Context: an optimization exercise on an open-source flow, tuned for small area, a short achievable clock period and few clock cycles. The choices shown serve that exercise and are no tape-out recipe. RTL that was checked went through simulation tests only; none was proved equivalent to the original. Function not checked in runs 1 to 3: the RTL went through the layout flow alone. Power figures rest on the tool's default switching activity, not on a simulated workload.

[flow/run.sh]
#!/bin/bash
# synth_recipe.tcl (not shown) runs the flow's synth.tcl, then flattens the netlist and writes it again
# the make line also repeats each setting of config.mk as NAME=value (left out here)
make -C /OpenROAD-flow-scripts/flow DESIGN_CONFIG=/design/flow/config.mk WORK_HOME=/design/flow/orfs CLKGATE_MAP_FILE= SYNTH_SCRIPT=/design/flow/synth_recipe.tcl finish
[flow/config.mk]
export PLATFORM = sky130hd
export DESIGN_NAME = dfwt_core
export DESIGN_NICKNAME = dfwt_core
export VERILOG_FILES = /design/flow/design.v
export SDC_FILE = /design/flow/constraint.sdc
export NUM_CORES = 4
export LEC_CHECK = 0
export CAP_MARGIN = 20
export CORE_MARGIN = 2
export CORE_UTILIZATION = 40
export SLEW_MARGIN = 20
[flow/constraint.sdc]
create_clock -name core_clock -period 9.0 [get_ports {clk}]
set_input_delay 1.8000 -clock core_clock [delete_from_list [all_inputs] [get_ports {clk}]]
set_output_delay 1.8000 -clock core_clock [all_outputs]
set_load 0.01 [all_outputs]
[flow/design.v]
module dfwt_ser (
    input  wire        clk,
    input  wire        rst,
    input  wire        push,
    input  wire [1:0]  push_kind,
    input  wire [31:0] push_val,
    output wire        free,       
    output wire        idle,       
    input  wire        tr_reset,   
    output reg         gate,
    output reg  [31:0] timestep,
    output reg         out_valid,
    input  wire        out_ready,
    output reg  [7:0]  out_byte
);
    localparam K_NONE = 2'd0, K_FLUX = 2'd1, K_BYTE = 2'd2, K_WIDX = 2'd3;
    reg [1:0]  kind;
    reg [31:0] t;
    wire       is_flux = (kind == K_FLUX);
    wire       hi_z   = (t[31:8] == 24'd0);
    wire       big    = !hi_z || (t[7] && (t[6:1] != 6'd0));   
    wire       t_ge2  = !hi_z || (t[7:1] != 7'd0);             
    wire       t_nz   = t_ge2 || t[0];
    wire       w_big  = (t[15:6] != 10'd0);                    
    wire [5:0] widx_k = w_big ? 6'd63 : t[5:0];
    wire [31:0] t_dec = t + (is_flux ? 32'hFFFF_FF7F : {26'h3FF_FFFF, ~widx_k} + 32'd1);
    reg [7:0] nbyte;
    always @(*) begin
        case (kind)
            K_FLUX: begin
                if (big)        nbyte = 8'hFF;
                else if (t_ge2) nbyte = {1'b1, t[6:0] - 7'd2};
                else if (t[0])  nbyte = {7'd0, gate};
                else            nbyte = 8'h02;
            end
            K_BYTE:  nbyte = t[7:0];
            default: nbyte = {2'b01, widx_k};
        endcase
    end
    wire [7:0] inc = out_byte[7] ? {1'b0, out_byte[6:0]} + 8'd2
                                 : {7'd0, (out_byte[7:2] == 6'd0)};
    wire ld_out = !out_valid || out_ready;
    wire last   = is_flux ? !t_nz : (kind == K_WIDX) ? !w_big : 1'b1;
    wire has    = (kind != K_NONE);
    assign free = !has || (ld_out && last);
    assign idle = !has && !out_valid;
    always @(posedge clk) begin
        if (rst) begin
            kind      <= K_NONE;
            out_valid <= 1'b0;
            gate      <= 1'b0;
            timestep  <= 32'd0;
        end else begin
            if (out_valid && out_ready)
                timestep <= timestep + {24'd0, inc};
            if (ld_out) begin
                out_valid <= has;
                if (has && kind == K_BYTE && !t[5]) gate <= t[0];
            end
            if (tr_reset) begin
                gate     <= 1'b0;
                timestep <= 32'd0;
            end
            if (push)
                kind <= push_kind;
            else if (ld_out && last)
                kind <= K_NONE;
        end
        if (ld_out && has)
            out_byte <= nbyte;
        if (push)
            t <= push_val;
        else if (ld_out && has)
            t <= (is_flux && !big) ? 32'd0 : t_dec;
    end
endmodule
module dfwt_core (
    input  wire        clk,
    input  wire        rst,
    input  wire        op_valid,
    output wire        op_ready,
    input  wire [3:0]  op_code,
    input  wire [31:0] op_arg,
    input  wire [5:0]  op_len,
    output wire        out_valid,
    input  wire        out_ready,
    output wire [7:0]  out_byte,
    output wire        busy,
    output wire [15:0] crc,
    output wire [31:0] timestep,
    output wire        gate
);
    localparam OP_CRC_INIT  = 4'h0, OP_CRC_RESET = 4'h1, OP_CRC_BYTE = 4'h2,
               OP_MFM       = 4'h3, OP_FM        = 4'h4, OP_RAW      = 4'h5,
               OP_MFM_CRC   = 4'h6, OP_CONFIG    = 4'h7, OP_FLUSH    = 4'h8,
               OP_BT_RESET  = 4'h9, OP_WRGATE    = 4'hA, OP_FLUX     = 4'hB,
               OP_WAIT_IDX  = 4'hC, OP_STOP      = 4'hD, OP_TR_RESET = 4'hE;
    localparam S_IDLE = 2'd0, S_CELLS = 2'd1, S_PAD = 2'd2, S_EXEC = 2'd3;
    localparam K_FLUX = 2'd1, K_BYTE = 2'd2, K_WIDX = 2'd3;
    function [15:0] crc_byte(input [15:0] c, input [7:0] b);
        integer i;
        reg [15:0] x;
        begin
            x = c ^ {b, 8'h00};
            for (i = 0; i < 8; i = i + 1)
                x = x[15] ? ((x << 1) ^ 16'h1021) : (x << 1);
            crc_byte = x;
        end
    endfunction
    reg [1:0]  state;
    reg [15:0] crc_cur, crc_init;
    reg        last_bit;
    reg [14:0] half_r;
    reg [7:0]  precomp_r;
    reg [31:0] cell_buf;
    reg [4:0]  idx;       
    reg        enc;       
    reg        fm;
    reg [1:0]  pad_cnt;
    reg [3:0]  x_code;
    reg [4:0]  sr;
    reg [1:0]  warm;      
    reg [31:0] acch;
    reg        pend;      
    wire       ser_free, ser_idle;
    reg        push, tr_reset;
    reg [1:0]  push_kind;
    reg [31:0] push_val;
    dfwt_ser u_ser (
        .clk(clk), .rst(rst),
        .push(push), .push_kind(push_kind), .push_val(push_val),
        .free(ser_free), .idle(ser_idle), .tr_reset(tr_reset),
        .gate(gate), .timestep(timestep),
        .out_valid(out_valid), .out_ready(out_ready), .out_byte(out_byte)
    );
    assign op_ready = (state == S_IDLE);
    assign busy     = (state != S_IDLE) || !ser_idle;
    assign crc      = crc_cur;
    wire op_fire = op_valid && op_ready;
    wire [4:0] sel   = enc ? {1'b0, idx[4:1]} : idx;
    wire       d     = cell_buf[sel];
    wire       clkc  = fm | ~(last_bit | d);
    wire       cbit  = (state == S_CELLS) && ((enc && idx[0]) ? clkc : d);
    wire       lowering = (state == S_CELLS) || (state == S_PAD);
    wire       judge    = (warm == 2'd3) && sr[2];
    wire       step     = lowering && !(judge && !ser_free);
    wire       mul_p    = (sr == 5'b00101);
    wire       mul_m    = (sr == 5'b10100);
    wire [31:0] addend  = !sr[2] ? {17'd0, half_r} :
                          mul_p  ? {24'd0, precomp_r} :
                          mul_m  ? {24'hFF_FFFF, ~precomp_r} : 32'd0;
    wire [31:0] acc_sum = acch + addend + {31'd0, sr[2] && mul_m};
    wire flush_op = (op_code[3] && (op_code != 4'hF)) || (op_code == OP_CONFIG);
    always @(*) begin
        push      = 1'b0;
        push_kind = K_FLUX;
        push_val  = cell_buf;
        tr_reset  = 1'b0;
        if (state == S_EXEC) begin
            case (x_code)
                OP_WRGATE:   begin push = ser_free; push_kind = K_BYTE; push_val = {31'd0, cell_buf[0]}; end
                OP_FLUX:     push = ser_free;
                OP_WAIT_IDX: begin push = ser_free && (cell_buf[15:0] != 16'd0); push_kind = K_WIDX; push_val = {16'd0, cell_buf[15:0]}; end
                OP_STOP:     begin push = ser_free; push_kind = K_BYTE; push_val = 32'h3F; end
                OP_TR_RESET: tr_reset = ser_idle;
                default: ;
            endcase
        end else if (step && judge) begin
            push     = 1'b1;
            push_val = acc_sum;
        end
    end
    always @(posedge clk) begin
        if (rst) begin
            state     <= S_IDLE;
            crc_cur   <= 16'hFFFF;
            crc_init  <= 16'hFFFF;
            last_bit  <= 1'b0;
            half_r    <= 15'd200;
            precomp_r <= 8'd0;
            sr        <= 5'd0;
            warm      <= 2'd0;
            acch      <= 32'd200;
            pend      <= 1'b0;
        end else begin
            case (state)
                S_IDLE: if (op_fire) begin
                    case (op_code)
                        OP_CRC_INIT: begin
                            crc_cur  <= op_arg[15:0];
                            crc_init <= op_arg[15:0];
                        end
                        OP_CRC_RESET: crc_cur <= crc_init;
                        OP_CRC_BYTE:  crc_cur <= crc_byte(crc_cur, op_arg[7:0]);
                        OP_MFM, OP_FM: begin
                            if (op_arg[8]) crc_cur <= crc_byte(crc_cur, op_arg[7:0]);
                            state <= S_CELLS;
                        end
                        OP_RAW: if (!op_len[5] || (op_len[4:0] == 5'd0)) begin
                            last_bit <= op_arg[0];
                            if (op_len != 6'd0) state <= S_CELLS;
                        end
                        OP_MFM_CRC: state <= S_CELLS;
                        OP_BT_RESET: begin
                            last_bit <= 1'b0;
                            state    <= pend ? S_PAD : S_EXEC;
                        end
                        default: if (flush_op)
                            state <= pend ? S_PAD : S_EXEC;
                    endcase
                end
                S_EXEC: begin
                    case (x_code)
                        OP_CONFIG: begin
                            half_r    <= cell_buf[15:1];
                            precomp_r <= cell_buf[23:16];
                            acch      <= {17'd0, cell_buf[15:1]};
                            state     <= S_IDLE;
                        end
                        OP_WRGATE, OP_FLUX, OP_STOP:
                            if (ser_free) state <= S_IDLE;
                        OP_WAIT_IDX:
                            if (ser_free || cell_buf[15:0] == 16'd0) state <= S_IDLE;
                        OP_TR_RESET:
                            if (ser_idle) state <= S_IDLE;
                        default: state <= S_IDLE;
                    endcase
                end
                default: ;
            endcase
            if (step) begin
                sr   <= {sr[3:0], cbit};
                pend <= 1'b1;
                if (warm != 2'd3)
                    warm <= warm + 2'd1;
                else if (sr[2])
                    acch <= {17'd0, half_r};
                else
                    acch <= acc_sum;
                if (state == S_CELLS) begin
                    if (enc && !idx[0]) last_bit <= d;
                    if (idx == 5'd0) state <= S_IDLE;
                end else begin
                    if (pad_cnt == 2'd2) begin
                        sr    <= 5'd0;
                        warm  <= 2'd0;
                        acch  <= {17'd0, half_r};
                        pend  <= 1'b0;
                        state <= S_EXEC;
                    end
                end
            end
        end
        if (state == S_IDLE && op_fire) begin
            x_code   <= op_code;
            pad_cnt  <= 2'd0;
            enc      <= (op_code != OP_RAW);
            fm       <= (op_code == OP_FM);
            cell_buf <= (op_code == OP_MFM_CRC) ? {16'd0, crc_cur} : op_arg;
            idx      <= (op_code == OP_RAW) ? op_len[4:0] - 5'd1 :
                        (op_code == OP_MFM_CRC) ? 5'd31 : 5'd15;
        end else if (step) begin
            idx     <= idx - 5'd1;
            pad_cnt <= pad_cnt + 2'd1;
        end
    end
endmodule
==> out/results.txt, run 1 <==
Final Slew Violations - 0
Worst-Margin Slew - 1.13 ns
critical path, cell by cell - or3_4, or3_1, nor3_1, nand2_1, ha_1, a21oi_1, inv_1, o311ai_1, o21ai_1, a211oi_1, nor2_1, a2111oi_0, nor3_1, a221o_1
CTS tree - yes
initial antenna violation count - 1
CTS Buf Count - 27
hold path depth - 2
drt drc - 0
sequential area share after synthesis - 34.9%
crit path from - u_ser.t[3]
Worst VDD drop - 176 µV
final hold vios - 0
Post-synth top flop - dfxtp_1
Die Width - 197 µm
number of global-route vias before repair - 12900
drt via density - 5.94
worst-path fanout max - 24
CTS clk-pin slew, worst paths - 0.07 ns
die area - 38900 µm²
worst skew pair latency - 0.57 ns
FF-to-FF setup slack - 3.60 ns
largest net degree at the start of global routing - 47
RSZ-0062 raised after global routing - no
FP Rows - 70
Crit path top cell by count - nor3_1
Min-Delay Path Class - flop to flop
Mapped Cells - 1744
Synth Warn # - 2
port bufs - 105
core footprint - 36700 µm²
DRT Wirelength - 45.0 mm
status - no timing/DRC/antenna violations
hold worst-path end - half_r[10]
IO Count - 106
Resized Gates After CTS - 0
Max Fclk - 0.185 GHz
worst stage delay on the critical path - 0.64 ns
number of cells on the worst reg-to-reg path - 14
synth unique cells - 93
CP Class - flop to flop
Root Buffer - clkbuf_16
reg2reg end - u_ser.t[25]
Mean Syn Cell Area - 8.57 µm²
filler cell count in the final layout - 3527
GR Overflow Total - 0
crit path launch type - flop
setup_tns - 0 ns
Vias - 13700
Synth async-reset ratio - 0%
share of cells above drive strength 1 - 7.15%
Critical Path RT - 9.31 ns
Max Cap Viol - 0
GRT Resource Usage Total - 22.7%
Final Cycle Share - 60.0%
r2r startpoint - u_ser.t[3]
DP Wirelength - 32.5 mm
HP Start - half_r[10]
Mapped Area - 15000 µm²
PwrDens - 190 nW/µm²
Antenna diodes - 0
clock sink count - 219
EDFF count, synth - 83
starting density of the core - 40.7%
minimum clock period after layout - 5.40 ns
Placement Cell Area - 16400 µm²
Crit. End Element - flop
total iterations of the first detailed-routing run - 5
LEAKAGE - 6.41 nW
Area Growth Syn to Fin - 16.0%
Setup Skew - 0.0156 ns
slew margin rel. - 24.1%
Layout Nets - 1946
slowest stage cell, crit path - nand2_1
Die Height - 197 µm
Syn Nets - 1878
Arrival @ worst endpoint - 5.71 ns
post-route ant nets - 0
H-tree Lvls - 1
Hold-fix buffers, CTS - 0
final instance area - 17300 µm²
Max clock buf depth - 3
Initial DRC Count - 1103
first-pass GRT wire length - 71.0 mm
register bit total from synthesis - 219
post-DR wirelength/cell - 19.5 µm
gpl congestion - 0.920
Post-CTS Setup Bufs - 0
final setup violation count - 0
[Yosys cell counts, types with 6 or more instances]
master / number / share of area (%)
or3_1: 21 / 0.88
nand2b_1: 13 / 0.54
nor2b_1: 37 / 1.5
a31oi_1: 10 / 0.42
o21ai_1: 12 / 0.40
a21o_1: 31 / 1.6
and3_1: 15 / 0.63
and2_1: 8 / 0.33
o211ai_1: 36 / 1.8
a21boi_0: 20 / 1.0
edfxtp_1: 83 / 17
nor2_1: 144 / 3.6
nor3b_1: 10 / 0.50
nand2_1: 197 / 4.9
clkbuf_1: 70 / 1.8
ha_1: 84 / 7.0
o32ai_1: 9 / 0.53
o31ai_1: 10 / 0.50
or2_2: 6 / 0.25
nor4_1: 17 / 0.71
o21ai_0: 80 / 2.7
o2111ai_1: 6 / 0.35
a211o_1: 6 / 0.35
a22oi_1: 21 / 1.1
nor3_1: 42 / 1.4
mux2_2: 19 / 1.4
a211oi_1: 24 / 1.2
o21a_1: 16 / 0.80
buf_2: 7 / 0.23
a221o_1: 9 / 0.60
a21oi_1: 143 / 4.8
a221oi_1: 23 / 1.3
dfxtp_1: 136 / 18
nand4_1: 10 / 0.42
o22ai_1: 13 / 0.54
nand3_1: 45 / 1.5
xor2_1: 34 / 2.0
inv_1: 72 / 1.8
a311oi_1: 6 / 0.35
xnor2_1: 66 / 3.9
mux2i_1: 29 / 1.9
mux4_2: 8 / 1.2
[worst max-delay path, delay by kind of cell, from the launching register on]
kind	cells	cell delay [ns]
DFF	1	0.52
and+or+nand+nor	6	1.94
buffers and inverters	1	0.07
adders and majority gates	1	0.61
AOI/OAI and AO/OA	6	1.99
[power by group]
group	leakage, nW	switching (mW)	internal (mW)
combinational	4.09	0.522	0.338
clock	0.462	0.466	0.673
sequential	1.86	0.130	1.16
[state kept, by name, indices dropped and copies added (netlist names)]
signal	count
pend	1
crc_cur	16
idx	5
u_ser.out_byte	8
u_ser.out_valid	1
fm	1
acch	32
enc	1
state	2
pad_cnt	2
sr	5
half_r	15
u_ser.timestep	32
warm	2
u_ser.gate	1
precomp_r	8
cell_buf	32
last_bit	1
u_ser.t	32
crc_init	16
u_ser.kind	2
x_code	4
[worst max-delay path by stage]
stage / to / slack, ns / cells after the start
2_1_floorplan: u_ser.t[0] / 4.19 / 8
3_5_place_dp: u_ser.t[25] / 3.61 / 14
3_3_place_gp: u_ser.t[25] / 3.75 / 14
6_report: u_ser.t[25] / 3.60 / 14
5_1_grt: u_ser.t[25] / 2.93 / 14
4_1_cts: u_ser.t[25] / 3.59 / 14
[area by class of cell]
class,instances,area [µm²],area share [%]
clock buffers,32,734,4.24
multi-input cells,1365,9130,52.7
clock inverters,18,193,1.11
flip-flops and latches,219,5220,30.1
inverters,74,278,1.60
well taps,468,586,3.38
repair buffers,125,1200,6.94
[per-stage QoR]
step	utilization, %	cells	hold slack, ns	total power [mW]	setup WS (ns)
2_1_floorplan	-	1744	0.435	1.84	4.19
3_3_place_gp	44.7	2250	0.446	2.14	3.75
3_5_place_dp	44.7	2250	0.450	2.16	3.61
4_1_cts	47.2	2300	0.457	3.30	3.59
5_1_grt	47.3	2301	0.475	3.44	2.93
6_report	47.3	2301	0.456	3.29	3.60
[cells in the final DEF (no fill, tap or decap), types with 34 or more instances in the layout]
| cell | instances |
|---|---|
| xnor2_1 | 66 |
| o21ai_0 | 79 |
| nand2_1 | 197 |
| nor2_1 | 143 |
| inv_1 | 72 |
| dfxtp_1 | 136 |
| edfxtp_1 | 83 |
| nand3_1 | 45 |
| a21oi_1 | 143 |
| nor2b_1 | 37 |
| nor3_1 | 40 |
| xor2_1 | 34 |
| o211ai_1 | 36 |
| clkdlybuf4s50_1 | 104 |
| ha_1 | 84 |
[per-layer routing]
metal	wire [µm]	global-route usage [%]
met4	1240	7.16
met3	2680	3.02
met1	20400	31.3
met2	20600	36.7
met5	0	0
[kinds of logic after synthesis]
family,count (synthesis),share of synthesized area [%]
AOI/OAI and AO/OA,526,23.6
adders and majority gates,89,7.63
muxes,58,4.76
DFF,219,34.9
xor gates and xnor gates,100,5.86
and+or+nand+nor,592,19.0
buffers and inverters,160,4.25
==> run 2, diff against run 1 <==
--- a/flow/config.mk
+++ b/flow/config.mk
@@ -9,3 +9,4 @@
 export CORE_MARGIN = 2
 export CORE_UTILIZATION = 40
+export SETUP_SLACK_MARGIN = 5
 export SLEW_MARGIN = 20
==> run 2 against run 1 <==
  * Still clean on timing, DRC and antenna
  * Global-route usage grew 1.0 points
  * Clock skew grew 0.014 ns
  * Via count grew 2.7%
  * Synthesized cell count is the same
  * Combinational power grew 3.1%
  * Cell count grew 2.6%
  * Worst setup slack gained 1.1 ns
  * Critical path depth grew 5
  * Sequential share of layout area shrank 1.8 points
  * Design area grew 6.4%
==> out/results.txt, run 2 <==
uppermost routed layer - met4
Antenna diodes - 0 (unchanged)
crit path from - u_ser.t[15]
setup_tns - 0 ns (unchanged)
Crit. End Element - flop
final instance area - 18400 µm² (+6.4%)
largest area contributor in the netlist - dfxtp_1
commonest non-fill, non-tap cell in the layout - nand2_1
Critical Path RT - 9.31 ns (about the same)
die area - 38900 µm² (unchanged)
Placement Cell Area - 16500 µm² (+0.61%)
slew margin rel. - 37.1% (+13 points)
sequential area share after synthesis - 34.9% (unchanged)
commonest cells in the synthesized netlist - nand2_1, nor2_1, a21oi_1
first-pass GRT wire length - 73.6 mm (+3.8%)
Min-Delay Path Class - flop to flop
DP Wirelength - 32.7 mm (+0.79%)
Arrival @ worst endpoint - 4.58 ns (-1.13 ns)
gpl congestion - 0.881 (-4.3%)
Mapped Area - 15000 µm² (unchanged)
post-route ant nets - 0 (unchanged)
drt drc - 0 (unchanged)
H-tree Lvls - 1 (unchanged)
Area Growth Syn to Fin - 23.4%
GR Overflow Total - 0 (unchanged)
Final Cycle Share - 47.4% (-13 points)
Setup Skew - 0.0300 ns (+0.0144 ns)
Critical Path End - u_ser.t[31]
status - no timing/DRC/antenna violations
Syn Nets - 1878 (unchanged)
Layout Nets - 2006 (+3.1%)
Vias - 14000 (+2.7%)
Synth async-reset ratio - 0% (unchanged)
met1 wire length - 21.2 mm (+3.8%)
Post-synth top flop - dfxtp_1
port bufs - 105 (unchanged)
CTS Buf Count - 27 (unchanged)
Max Cap Viol - 0 (unchanged)
register bit total from synthesis - 219 (unchanged)
top-area cell type share of the netlist area - 18.2% (unchanged)
FP Rows - 70 (unchanged)
most frequent cells in the layout - nand2_1, nor2_1, a21oi_1
synth unique cells - 93 (unchanged)
final setup violation count - 0 (unchanged)
top-count cell post-synth - nand2_1
total iterations of the first detailed-routing run - 5 (unchanged)
Worst VDD drop - 199 µV (+13%)
DRT Wirelength - 47.2 mm (+5.1%)
drt via density - 5.94 (+0.11%)
clock sink count - 219 (unchanged)
PwrDens - 176 nW/µm² (-7.1%)
IO Count - 106 (unchanged)
reg2reg end - u_ser.t[31]
core footprint - 36700 µm² (unchanged)
r2r startpoint - u_ser.t[15]
Root Buffer - clkbuf_16
number of global-route vias before repair - 13200 (+2.6%)
Mean Syn Cell Area - 8.57 µm² (unchanged)
LEAKAGE - 6.76 nW (+5.5%)
Max Fclk - 0.234 GHz (+26%)
Synth Warn # - 2 (unchanged)
starting density of the core - 40.7% (unchanged)
minimum clock period after layout - 4.27 ns (-1.13 ns)
Die Width - 197 µm (unchanged)
worst skew pair latency - 0.58 ns (about the same)
Final Slew Violations - 0 (unchanged)
Met3 Routed Length - 2.97 mm (+10%)
EDFF count, synth - 83 (unchanged)
RSZ-0062 raised after global routing - yes
number of cells on the worst reg-to-reg path - 19 (+5)
Worst-Margin Slew - 0.925 ns (-0.201 ns)
final hold vios - 0 (unchanged)
Initial DRC Count - 1043 (-5.4%)
CTS clk-pin slew, worst paths - 0.06 ns (about the same)
GRT Resource Usage Total - 23.7% (+1.0 points)
largest net degree at the start of global routing - 69 (+47%)
Mapped Cells - 1744 (unchanged)
share of cells above drive strength 1 - 14.5% (+7.4 points)
Max clock buf depth - 3 (unchanged)
FF-to-FF setup slack - 4.73 ns (+1.13 ns)
CTS tree - yes
initial antenna violation count - 0 (-1)
worst-path fanout max - 4 (-83%)
post-DR wirelength/cell - 20.0 µm (+2.4%)
crit path launch type - flop
met2 WL - 21.6 mm (+5.0%)
HP Start - half_r[11]
Die Height - 197 µm (unchanged)
Area contributors post-synth - dfxtp_1, edfxtp_1, ha_1
CP Class - flop to flop
-- run 2: cell counts after synthesis --
No cell type changed its count.
-- run 2: routing by layer --
layer | vias up | global-route usage, %
li1 | 6726 | -
met1 | 6722 | 32.6
met2 | 495 | 38.4
met3 | 87 | 2.94
met4 | 0 | 8.10
met5 | - | 0
-- run 2: how the worst min path moves through the flow --
stage,end,slack (ns),cells after the start
5_1_grt,half_r[11],0.48,2
2_1_floorplan,half_r[6],0.44,1
4_1_cts,half_r[11],0.46,2
6_report,half_r[11],0.46,2
3_3_place_gp,half_r[10],0.44,2
3_5_place_dp,half_r[6],0.45,1
-- run 2: logic make-up after synthesis --
| logic type | Yosys count | share of synthesized area (%) |
|---|---|---|
| xor+xnor | 100 | 5.86 |
| mux | 58 | 4.76 |
| fa+ha+maj | 89 | 7.63 |
| flops | 219 | 34.9 |
| compound gates | 526 | 23.6 |
| buf+inv | 160 | 4.25 |
| simple gates | 592 | 19.0 |
-- run 2: cell type report --
cell class | instances | area (µm²)
flip-flops and latches | 219 | 5220
fillers | 3400 | 18300
repair buffers | 182 | 1670
inverters | 74 | 290
multi-input cells | 1368 | 9810
clock inverters | 9 | 57.6
clock buffers | 41 | 811
well taps | 468 | 586
-- run 2: timing repair --
action                                  CTS  global route
endpoints found under the setup margin   63            87
pin swaps                                40            40
buffers inserted                         41            19
resized for setup                        67            68
hold buffers                              0             0
cloned                                    3             0
-- run 2: power breakdown --
part,internal (mW),leakage (nW),total (mW),switching (mW)
Clock,0.622,0.426,1.06,0.439
Combinational,0.356,4.48,0.887,0.532
Sequential,1.16,1.86,1.30,0.140
-- run 2: worst max-delay path, stage by stage (launching register included) --
cell	delay (ns)
edfxtp_1	0.43
nor4_4	0.36
nand3_2	0.17
nor2_2	0.16
ha_2	0.20
nand2_2	0.06
nor2_2	0.10
xor2_1	0.21
o21ai_1	0.10
ha_2	0.40
nand3_4	0.09
o2111ai_4	0.23
o311ai_4	0.15
o21ai_4	0.23
a211oi_4	0.11
buf_4	0.16
nor4_2	0.31
mux2i_1	0.24
o21ai_1	0.09
a31o_2	0.22
-- run 2: metrics by stage --
| step | hold slack (ns) | instances | util (%) | power [mW] | setup WS, ns |
|---|---|---|---|---|---|
| 2_1_floorplan | 0.435 | 1744 | - | 1.84 | 4.93 |
| 3_3_place_gp | 0.444 | 2248 | 45.0 | 2.15 | 4.09 |
| 3_5_place_dp | 0.452 | 2248 | 45.0 | 2.16 | 3.97 |
| 4_1_cts | 0.462 | 2342 | 49.1 | 3.24 | 4.87 |
| 5_1_grt | 0.483 | 2361 | 50.3 | 3.40 | 4.60 |
| 6_report | 0.458 | 2361 | 50.3 | 3.25 | 4.73 |
==> run 3, diff against run 2 <==
--- a/flow/design.v
+++ b/flow/design.v
@@ -24,5 +24,10 @@
     wire       w_big  = (t[15:6] != 10'd0);                    
     wire [5:0] widx_k = w_big ? 6'd63 : t[5:0];
-    wire [31:0] t_dec = t + (is_flux ? 32'hFFFF_FF7F : {26'h3FF_FFFF, ~widx_k} + 32'd1);
+    wire        lo_z   = (t[6:0] == 7'd0);
+    wire [6:0]  dec_lo = t[6:0] - 7'd1;
+    wire [23:0] dec_hi = t[31:8] - 24'd1;
+    wire [31:0] t_129  = lo_z ? {dec_hi, t[7], 7'h7F}
+                              : (t[7] ? {t[31:8], 1'b0, dec_lo} : {dec_hi, 1'b1, dec_lo});
+    wire [15:0] t_widx = t[15:0] - {10'd0, widx_k};
     reg [7:0] nbyte;
     always @(*) begin
@@ -40,9 +45,11 @@
     wire [7:0] inc = out_byte[7] ? {1'b0, out_byte[6:0]} + 8'd2
                                  : {7'd0, (out_byte[7:2] == 6'd0)};
+    wire [8:0] ts_lo = {1'b0, timestep[7:0]} + {1'b0, inc};
+    reg        ts_c;
     wire ld_out = !out_valid || out_ready;
     wire last   = is_flux ? !t_nz : (kind == K_WIDX) ? !w_big : 1'b1;
     wire has    = (kind != K_NONE);
     assign free = !has || (ld_out && last);
-    assign idle = !has && !out_valid;
+    assign idle = !has && !out_valid && !ts_c;
     always @(posedge clk) begin
         if (rst) begin
@@ -51,7 +58,13 @@
             gate      <= 1'b0;
             timestep  <= 32'd0;
+            ts_c      <= 1'b0;
         end else begin
-            if (out_valid && out_ready)
-                timestep <= timestep + {24'd0, inc};
+            if (ts_c)
+                timestep[31:8] <= timestep[31:8] + 24'd1;
+            ts_c <= 1'b0;
+            if (out_valid && out_ready) begin
+                timestep[7:0] <= ts_lo[7:0];
+                ts_c          <= ts_lo[8];
+            end
             if (ld_out) begin
                 out_valid <= has;
@@ -72,5 +85,5 @@
             t <= push_val;
         else if (ld_out && has)
-            t <= (is_flux && !big) ? 32'd0 : t_dec;
+            t <= is_flux ? (big ? t_129 : 32'd0) : {16'd0, t_widx};
     end
 endmodule
==> run 3 against run 2 <==
  * Clock power about the same
  * Sequential share of layout area is 2.5 points higher
  * Area after synthesis decreased by 5.2%
  * Critical path depth shrank 4
  * Combinational power shrank 7.0%
  * Worst setup slack better by 0.20 ns
  * Critical path type unchanged
==> out/results.txt, run 3 <==
Clock power frac - 33.5% (+0.9 points)
Arrival @ worst endpoint - 4.34 ns (-0.24 ns)
most frequent cells in the layout - nand2_1, nor2_1, dfxtp_1
switching part of the total - 33.5% (-0.65 points)
Antenna diodes - 0 (unchanged)
die area - 37000 µm² (-5.1%)
Sw Pwr - 1.08 mW (-3.0%)
PwrDens - 189 nW/µm² (+7.1%)
LEAKAGE - 6.34 nW (-6.2%)
Synth Warn # - 2 (unchanged)
Hold-fix buffers, CTS - 0 (unchanged)
core footprint - 34700 µm² (-5.4%)
commonest cells in the synthesized netlist - nand2_1, nor2_1, dfxtp_1
Area contributors post-synth - dfxtp_1, edfxtp_1, ha_1
CP Class - flop to flop
initial antenna violation count - 0 (unchanged)
number of global-route vias before repair - 12100 (-8.3%)
DRT Wirelength - 42.3 mm (-10%)
sequential area share after synthesis - 36.9% (+2.0 points)
worst-path fanout max - 8 (+4)
Mapped Area - 14200 µm² (-5.2%)
largest net degree at the start of global routing - 51 (-26%)
starting density of the core - 40.8% (+0.11 points)
Critical Path RT - 9.28 ns (-0.03 ns)
CTS Buf Count - 26 (-3.7%)
Syn Nets - 1726 (-8.1%)
Reg power frac - 40.8% (+0.7 points)
crit path launch type - flop
CTS tree - yes
first-pass GRT wire length - 65.7 mm (-11%)
Mapped Cells - 1620 (-7.1%)
post-DR wirelength/cell - 19.4 µm (-3.1%)
Worst-Margin Slew - 0.863 ns (-0.0622 ns)
Area Growth Syn to Fin - 20.1%
drt via density - 5.88 (-1.0%)
Synth async-reset ratio - 0% (unchanged)
GR Overflow Total - 0 (unchanged)
DP Wirelength - 29.7 mm (-9.3%)
drt drc - 0 (unchanged)
H-tree Lvls - 1 (unchanged)
register bit total from synthesis - 220 (+0.46%)
Max Fclk - 0.246 GHz (+4.9%)
largest area contributor in the netlist - dfxtp_1
clock sink count - 220 (+0.46%)
top-area cell type share of the netlist area - 19.3% (+1.1 points)
total iterations of the first detailed-routing run - 6 (+1)
Post-synth top flop - dfxtp_1
final setup violation count - 0 (unchanged)
Root Buffer - clkbuf_16
status - no timing/DRC/antenna violations
Crit. End Element - flop
minimum clock period after layout - 4.07 ns (-0.200 ns)
Mean Syn Cell Area - 8.75 µm² (+2.1%)
Worst VDD drop - 147 µV (-26%)
port bufs - 105 (unchanged)
Max clock buf depth - 3 (unchanged)
setup_tns - 0 ns (unchanged)
EDFF count, synth - 83 (unchanged)
Die Width - 192 µm (-2.6%)
worst skew pair latency - 0.57 ns (about the same)
Final Total Pwr - 3.21 mW (-1.1%)
Final Cycle Share - 45.2% (-2.2 points)
final hold vios - 0 (unchanged)
GRT Resource Usage Total - 22.3% (-1.4 points)
top-count cell post-synth - nand2_1
Vias - 12800 (-8.5%)
share of cells above drive strength 1 - 12.2% (-2.3 points)
CTS clk-pin slew, worst paths - 0.06 ns (about the same)
gpl congestion - 0.917 (+4.1%)
post-route ant nets - 0 (unchanged)
synth unique cells - 101 (+8.6%)
slew margin rel. - 42.3% (+5.2 points)
Layout Nets - 1814 (-9.6%)
cell internal pwr - 2.14 mW (-0.14%)
Final Slew Violations - 0 (unchanged)
IO Count - 106 (unchanged)
hold_ws - 0.450 ns (-0.00793 ns)
Min-Delay Path Class - flop to flop
commonest non-fill, non-tap cell in the layout - nand2_1
RSZ-0062 raised after global routing - yes
Die Height - 192 µm (-2.6%)
Comb power frac - 25.7% (-1.6 points)
Max Cap Viol - 0 (unchanged)
FP Rows - 68 (-2.9%)
Setup Skew - 0.0356 ns (+0.00559 ns)
Initial DRC Count - 1005 (-3.6%)
-- run 3: cell types whose count changed after synthesis, moves of 9 or more --
| cell | delta |
|---|---|
| a211o_1 | +17 |
| a21boi_0 | -11 |
| a21oi_1 | -19 |
| a31oi_1 | +11 |
| clkbuf_1 | -10 |
| ha_1 | -27 |
| inv_1 | -23 |
| nand2_1 | -9 |
| nand3b_1 | +12 |
| nor2_1 | +23 |
| o211ai_1 | -31 |
| o21ai_0 | -33 |
| or3_1 | -9 |
-- run 3: cell type report --
type	instances	area, µm²
repair buffers	145	1400
inverters	50	195
flip-flops and latches	220	5240
well taps	455	569
clock buffers	35	736
multi-input cells	1264	8740
clock inverters	13	144
fillers	3284	17700
repair inverters	1	7.51
-- run 3: path summary, 6_finish.rpt --
kind                            slack (ns)  cells past startpoint  startpoint           to
worst max register to register        4.93                     15       sr[2]  u_ser.t[28]
worst min-delay path                  0.45                      2    acch[30]     acch[30]
worst max-delay path                  4.93                     15       sr[2]  u_ser.t[28]
worst min register to register        0.45                      2    acch[30]     acch[30]
-- run 3: timing repair --
item                                    4_1_cts  5_1_grt
resized for setup                            26       51
endpoints found under the hold margin         0        0
buffers inserted                             14       15
pin swaps                                    10       33
cloned                                        1        0
endpoints found under the setup margin      108       63
-- run 3: logic make-up (layout without fill, tap and decap cells) --
family / count (synthesis) / count (layout) / synth area share, %
flip-flops: 220 / 220 / 36.9
adder cells (fa/ha/maj): 60 / 60 / 5.45
AND/OR/NAND/NOR: 602 / 602 / 21.2
buffers and inverters: 136 / 244 / 4.01
multiplexers: 45 / 45 / 3.86
XOR/XNOR: 111 / 111 / 6.86
AO/OA/AOI/OAI: 446 / 446 / 21.7
-- run 3: power by group through the flow --
| stage | clock network, mW | registers [mW] | logic (mW) |
|---|---|---|---|
| floorplan | 0 | 1.26 | 0.570 |
| finish | 1.08 | 1.31 | 0.825 |
| detailed placement | 0 | 1.33 | 0.787 |
| CTS | 1.10 | 1.31 | 0.803 |
| global placement | 0 | 1.33 | 0.778 |
| global route | 1.13 | 1.32 | 0.893 |
-- run 3: worst max-delay path, stage by stage, from the launching register on --
cell and delay (ns):
dfxtp_4 0.36, clkinvlp_4 0.09, or3_4 0.37, or3b_4 0.47, clkinvlp_4 0.18, buf_12 0.14, ha_1 0.29, a21o_1 0.20
a21o_1 0.21, a31oi_2 0.21, o21ai_0 0.17, a2111oi_4 0.44, nor2_1 0.12, a21oi_2 0.16, xor2_1 0.25, o211ai_1 0.13
-- run 3: per-layer routing --
metal	part of all wire (%)	vias to the layer above	GRT usage, %
li1	-	6096	-
met1	45	6188	30.9
met2	45	469	35.8
met3	7.3	86	3.55
met4	2.6	0	6.84
met5	0	-	0
-- run 3: through the flow --
step / instance area, µm² / worst slack (ns) / util (%) / std cells
detailed placement: 15500 / 3.97 / 44.7 / 2105
finish: 17000 / 4.93 / 49.1 / 2183
global route: 17000 / 4.80 / 49.1 / 2183
global placement: 15500 / 3.93 / 44.7 / 2105
CTS: 16600 / 4.91 / 47.9 / 2168
floorplan: 14200 / 5.00 / - / 1620
==> run 4, diff against run 3 <==
--- a/flow/design.v
+++ b/flow/design.v
@@ -17,5 +17,4 @@
     reg [1:0]  kind;
     reg [31:0] t;
-    wire       is_flux = (kind == K_FLUX);
     wire       hi_z   = (t[31:8] == 24'd0);
     wire       big    = !hi_z || (t[7] && (t[6:1] != 6'd0));   
@@ -24,11 +23,5 @@
     wire       w_big  = (t[15:6] != 10'd0);                    
     wire [5:0] widx_k = w_big ? 6'd63 : t[5:0];
-    wire        lo_z   = (t[6:0] == 7'd0);
-    wire [6:0]  dec_lo = t[6:0] - 7'd1;
-    wire [23:0] dec_hi = t[31:8] - 24'd1;
-    wire [31:0] t_129  = lo_z ? {dec_hi, t[7], 7'h7F}
-                              : (t[7] ? {t[31:8], 1'b0, dec_lo} : {dec_hi, 1'b1, dec_lo});
-    wire [15:0] t_widx = t[15:0] - {10'd0, widx_k};
-    reg [7:0] nbyte;
+    reg [7:0] nbyte, inc;
     always @(*) begin
         case (kind)
@@ -42,14 +35,16 @@
             default: nbyte = {2'b01, widx_k};
         endcase
-    end
-    wire [7:0] inc = out_byte[7] ? {1'b0, out_byte[6:0]} + 8'd2
-                                 : {7'd0, (out_byte[7:2] == 6'd0)};
-    wire [8:0] ts_lo = {1'b0, timestep[7:0]} + {1'b0, inc};
-    reg        ts_c;
+        case (kind)
+            K_FLUX:  inc = big ? 8'd129 : (t_nz ? t[7:0] : 8'd1);
+            K_BYTE:  inc = {7'd0, ~t[5]};
+            default: inc = 8'd0;
+        endcase
+    end
     wire ld_out = !out_valid || out_ready;
-    wire last   = is_flux ? !t_nz : (kind == K_WIDX) ? !w_big : 1'b1;
+    wire last   = (kind == K_FLUX) ? !t_nz :
+                  (kind == K_WIDX) ? !w_big : 1'b1;
     wire has    = (kind != K_NONE);
     assign free = !has || (ld_out && last);
-    assign idle = !has && !out_valid && !ts_c;
+    assign idle = !has && !out_valid;
     always @(posedge clk) begin
         if (rst) begin
@@ -58,16 +53,11 @@
             gate      <= 1'b0;
             timestep  <= 32'd0;
-            ts_c      <= 1'b0;
         end else begin
-            if (ts_c)
-                timestep[31:8] <= timestep[31:8] + 24'd1;
-            ts_c <= 1'b0;
-            if (out_valid && out_ready) begin
-                timestep[7:0] <= ts_lo[7:0];
-                ts_c          <= ts_lo[8];
-            end
             if (ld_out) begin
                 out_valid <= has;
-                if (has && kind == K_BYTE && !t[5]) gate <= t[0];
+                if (has) begin
+                    timestep <= timestep + {24'd0, inc};
+                    if (kind == K_BYTE && !t[5]) gate <= t[0];
+                end
             end
             if (tr_reset) begin
@@ -82,8 +72,12 @@
         if (ld_out && has)
             out_byte <= nbyte;
-        if (push)
+        if (push) begin
             t <= push_val;
-        else if (ld_out && has)
-            t <= is_flux ? (big ? t_129 : 32'd0) : {16'd0, t_widx};
+        end else if (ld_out) begin
+            if (kind == K_FLUX)
+                t <= big ? (t - 32'd129) : 32'd0;
+            else if (kind == K_WIDX)
+                t <= {16'd0, t[15:0] - {10'd0, widx_k}};
+        end
     end
 endmodule
@@ -130,8 +124,8 @@
     reg        enc;       
     reg        fm;
-    reg [1:0]  pad_cnt;
+    reg        pad_cnt;
     reg [3:0]  x_code;
-    reg [4:0]  sr;
-    reg [1:0]  warm;      
+    reg [3:0]  sr;
+    reg [1:0]  warm;
     reg [31:0] acch;
     reg        pend;      
@@ -156,12 +150,11 @@
     wire       cbit  = (state == S_CELLS) && ((enc && idx[0]) ? clkc : d);
     wire       lowering = (state == S_CELLS) || (state == S_PAD);
-    wire       judge    = (warm == 2'd3) && sr[2];
+    wire       judge    = (warm == 2'd2) && sr[1];
     wire       step     = lowering && !(judge && !ser_free);
-    wire       mul_p    = (sr == 5'b00101);
-    wire       mul_m    = (sr == 5'b10100);
-    wire [31:0] addend  = !sr[2] ? {17'd0, half_r} :
-                          mul_p  ? {24'd0, precomp_r} :
-                          mul_m  ? {24'hFF_FFFF, ~precomp_r} : 32'd0;
-    wire [31:0] acc_sum = acch + addend + {31'd0, sr[2] && mul_m};
+    wire       pat_p    = (sr == 4'b0010);
+    wire       pat_m    = (sr == 4'b1010);
+    wire [31:0] acc_pm  = pat_p ? acch + {24'd0, precomp_r} : acch - {24'd0, precomp_r};
+    wire       use_pm   = (pat_p && cbit) || (pat_m && !cbit);
+    wire [31:0] wait_t  = use_pm ? acc_pm : acch;
     wire flush_op = (op_code[3] && (op_code != 4'hF)) || (op_code == OP_CONFIG);
     always @(*) begin
@@ -181,5 +174,5 @@
         end else if (step && judge) begin
             push     = 1'b1;
-            push_val = acc_sum;
+            push_val = wait_t;
         end
     end
@@ -192,5 +185,5 @@
             half_r    <= 15'd200;
             precomp_r <= 8'd0;
-            sr        <= 5'd0;
+            sr        <= 4'd0;
             warm      <= 2'd0;
             acch      <= 32'd200;
@@ -243,18 +236,18 @@
             endcase
             if (step) begin
-                sr   <= {sr[3:0], cbit};
+                sr   <= {sr[2:0], cbit};
                 pend <= 1'b1;
-                if (warm != 2'd3)
+                if (warm != 2'd2)
                     warm <= warm + 2'd1;
-                else if (sr[2])
+                else if (sr[1])
                     acch <= {17'd0, half_r};
                 else
-                    acch <= acc_sum;
+                    acch <= acch + {17'd0, half_r};
                 if (state == S_CELLS) begin
                     if (enc && !idx[0]) last_bit <= d;
                     if (idx == 5'd0) state <= S_IDLE;
                 end else begin
-                    if (pad_cnt == 2'd2) begin
-                        sr    <= 5'd0;
+                    if (pad_cnt) begin
+                        sr    <= 4'd0;
                         warm  <= 2'd0;
                         acch  <= {17'd0, half_r};
@@ -267,5 +260,5 @@
         if (state == S_IDLE && op_fire) begin
             x_code   <= op_code;
-            pad_cnt  <= 2'd0;
+            pad_cnt  <= 1'b0;
             enc      <= (op_code != OP_RAW);
             fm       <= (op_code == OP_FM);
@@ -275,5 +268,5 @@
         end else if (step) begin
             idx     <= idx - 5'd1;
-            pad_cnt <= pad_cnt + 2'd1;
+            pad_cnt <= 1'b1;
         end
     end
--- a/flow/config.mk
+++ b/flow/config.mk
@@ -9,4 +9,3 @@
 export CORE_MARGIN = 2
 export CORE_UTILIZATION = 40
-export SETUP_SLACK_MARGIN = 5
 export SLEW_MARGIN = 20
==> run 4 against run 3 <==
  * Still clean on timing, DRC and antenna
  * Worst hold slack better by 0.0088 ns
  * Non-clock buffer count decreased by 23
  * Cell count up 12%
  * Register-to-register slack got worse by 1.2 ns
  * Critical endpoint is now u_ser.timestep[21]
  * Largest power group unchanged
==> out/results.txt, run 4 <==
commonest cells in the synthesized netlist - nand2_1, a21oi_1, nor2_1
HP Start - warm[0]
drt via density - 5.88 (about the same)
crit path launch type - flop
share of cells above drive strength 1 - 5.71% (-6.5 points)
Antenna diodes - 0 (unchanged)
CTS tree - yes
Max Cap Viol - 0 (unchanged)
Synth async-reset ratio - 0% (unchanged)
crit path from - u_ser.t[23]
drt drc - 0 (unchanged)
Syn Nets - 1981 (+15%)
Resized Gates After CTS - 0 (-100%)
top-count cell post-synth - nand2_1
Worst VDD drop - 189 µV (+29%)
DRT Wirelength - 47.7 mm (+13%)
CTS Buf Count - 26 (unchanged)
clock sink count - 217 (-1.4%)
slowest stage cell, crit path - or4_1
worst path bufs/invs - 0 (-3)
Synth Warn # - 2 (unchanged)
GRT Resource Usage Total - 23.7% (+1.4 points)
Die Height - 199 µm (+3.4%)
Final Total Pwr - 3.26 mW (+1.5%)
Setup Skew - 0.0328 ns (-0.00278 ns)
number of global-route vias before repair - 13500 (+11%)
sequential area share after synthesis - 34.1% (-2.8 points)
IO Count - 106 (unchanged)
Mapped Cells - 1861 (+15%)
GR Overflow Total - 0 (unchanged)
Max Fclk - 0.189 GHz (-23%)
largest area contributor in the netlist - dfxtp_1
Initial DRC Count - 1217 (+21%)
most frequent cells in the layout - nand2_1, a21oi_1, nor2_1
Min-Delay Path Class - flop to flop
worst-path fanout max - 16 (+8)
RSZ-0062 raised after global routing - no
LEAKAGE - 6.54 nW (+3.2%)
setup_tns - 0 ns (unchanged)
slew margin rel. - 32.6% (-9.7 points)
largest net degree at the start of global routing - 61 (+20%)
EDFF count, synth - 83 (unchanged)
Post-synth top flop - dfxtp_1
total iterations of the first detailed-routing run - 6 (unchanged)
starting density of the core - 40.5% (-0.36 points)
FP Rows - 71 (+4.4%)
synth unique cells - 79 (-22%)
final setup violation count - 0 (unchanged)
final hold vios - 0 (unchanged)
Arrival @ worst endpoint - 5.69 ns (+1.35 ns)
die area - 39500 µm² (+6.9%)
commonest non-fill, non-tap cell in the layout - nand2_1
CP Class - flop to flop
status - no timing/DRC/antenna violations
Post-CTS Setup Bufs - 0 (-14)
first-pass GRT wire length - 74.1 mm (+13%)
Worst-Margin Slew - 1.01 ns (+0.144 ns)
port bufs - 105 (unchanged)
worst stage delay on the critical path - 0.62 ns (+0.15 ns)
PwrDens - 186 nW/µm² (-1.5%)
register bit total from synthesis - 217 (-1.4%)
Area Growth Syn to Fin - 15.6%
Final Cycle Share - 58.8% (+14 points)
Max clock buf depth - 3 (unchanged)
r2r startpoint - u_ser.t[23]
post-route ant nets - 0 (unchanged)
filler cell count in the final layout - 3739 (+14%)
DP Wirelength - 35.3 mm (+19%)
H-tree Lvls - 1 (unchanged)
gpl congestion - 0.911 (-0.69%)
Mean Syn Cell Area - 8.16 µm² (-6.8%)
fin util - 46.8% (-2.3 points)
core footprint - 37500 µm² (+8.0%)
Vias - 14300 (+12%)
Root Buffer - clkbuf_16
initial antenna violation count - 3 (+3)
Worst path top cell family by delay - simple AND/OR/NAND/NOR gates
CTS clk-pin slew, worst paths - 0.06 ns (about the same)
top-area cell type share of the netlist area - 17.7% (-1.7 points)
Crit. End Element - flop
post-DR wirelength/cell - 19.5 µm (+0.77%)
worst skew pair latency - 0.56 ns (about the same)
Final Slew Violations - 0 (unchanged)
Critical Path RT - 9.40 ns (+0.12 ns)
Mapped Area - 15200 µm² (+7.1%)
Hold-fix buffers, CTS - 0 (unchanged)
Die Width - 199 µm (+3.4%)
minimum clock period after layout - 5.29 ns (+1.23 ns)
critical path, cell by cell - or4_1, nor2_1, nand4_1, a21o_1, nor4_1, ha_1, a21o_1, a21oi_1, o21bai_1, a21oi_1, o21bai_1, a21o_1, a21oi_1, or4_1, xor2_1, nor2_1
Layout Nets - 2028 (+12%)
Area contributors post-synth - dfxtp_1, edfxtp_1, nand2_1
run 4: kinds of logic after synthesis:
| kind of cell | synth area share, % |
|---|---|
| xor gates and xnor gates | 6.17 |
| muxes | 3.47 |
| and+or+nand+nor | 21.6 |
| adders and majority gates | 6.25 |
| DFF | 34.1 |
| AOI/OAI and AO/OA | 24.6 |
| buffers and inverters | 3.85 |
run 4: metal layers:
| layer | GRT usage, % | wire length [µm] |
|---|---|---|
| met2 | 38.3 | 21600 |
| met5 | 0 | 13 |
| met1 | 31.9 | 21000 |
| met3 | 3.37 | 3110 |
| met4 | 9.70 | 1960 |
run 4: layout make-up:
class / instances / area, µm² / area share, %
clock buffers: 33 / 697 / 3.97
clock inverters: 15 / 218 / 1.24
inverters: 48 / 180 / 1.03
multi-input cells: 1493 / 9460 / 53.9
flip-flops and latches: 217 / 5170 / 29.5
well taps: 511 / 639 / 3.64
repair buffers: 122 / 1170 / 6.69
run 4: final timing paths:
kind	depth (start not counted)	endpoint	slack, ns
worst min register to register	2	warm[0]	0.46
worst max-delay path	16	u_ser.timestep[21]	3.71
worst min-delay path	2	warm[0]	0.46
worst max register to register	16	u_ser.timestep[21]	3.71
run 4: power breakdown:
| part | switching [mW] | total, mW | leakage, nW | internal (mW) |
|---|---|---|---|---|
| Clock | 0.423 | 1.11 | 0.444 | 0.690 |
| Combinational | 0.507 | 0.826 | 4.20 | 0.319 |
| Sequential | 0.188 | 1.32 | 1.90 | 1.14 |
| Total | 1.12 | 3.26 | 6.54 | 2.15 |
run 4: metrics by stage:
step / worst slack, ns / cells / area, µm² / hold slack [ns]
3_5_place_dp: 3.76 / 2391 / 16600 / 0.455
2_1_floorplan: 4.38 / 1861 / 15200 / 0.432
3_3_place_gp: 3.91 / 2391 / 16600 / 0.439
5_1_grt: 3.37 / 2439 / 17500 / 0.475
4_1_cts: 3.74 / 2439 / 17500 / 0.464
6_report: 3.71 / 2439 / 17500 / 0.459
run 4: worst reg2reg max path, stage by stage, from the launching register on:
cell and delay, ns:
edfxtp_1 0.44, or4_1 0.63, nor2_1 0.23, nand4_1 0.38, a21o_1 0.48, nor4_1 0.53, ha_1 0.33, a21o_1 0.16
a21oi_1 0.22, o21bai_1 0.09, a21oi_1 0.23, o21bai_1 0.09, a21o_1 0.20, a21oi_1 0.58, or4_1 0.36, xor2_1 0.17
nor2_1 0.05
Testbench counts of run 4, summed over its fixed seeds: cycles 205,656.

[what the ideal ports hide]
No port has a modelled driver above. Below, the same layouts with a new extraction and two added sets of constraints. Step 1 (the two cells are an assumption about what drives the block):
set clk [get_ports {clk}]
set_driving_cell -lib_cell sky130_fd_sc_hd__clkbuf_16 $clk
set_driving_cell -lib_cell sky130_fd_sc_hd__buf_2 [delete_from_list [all_inputs] $clk]
Step 2 times the ports against the registers' clock, not the clock port: input delays grow and output delays shrink by t, the midpoint of the rising clock arrivals with the driver on. Slacks: ideal ports / drivers / drivers and shift; pairs: ideal ports / drivers.
run	t, ns	setup WS [ns]	worst setup path after step 2	slew at the worst register clock pin (ns)
run 1	0.614	3.604 / 3.604 / 3.604	register to register	0.07 / 0.07
run 2	0.615	4.734 / 4.734 / 4.428	input to register	0.06 / 0.06
run 3	0.607	4.934 / 4.934 / 4.447	input to register	0.07 / 0.07
run 4	0.595	3.708 / 3.708 / 3.708	register to register	0.06 / 0.06
After both steps every run listed still meets setup and hold. The setup slack of run 3, which loses most, moves by 0.000 ns with the drivers and by -0.487 ns with both steps.
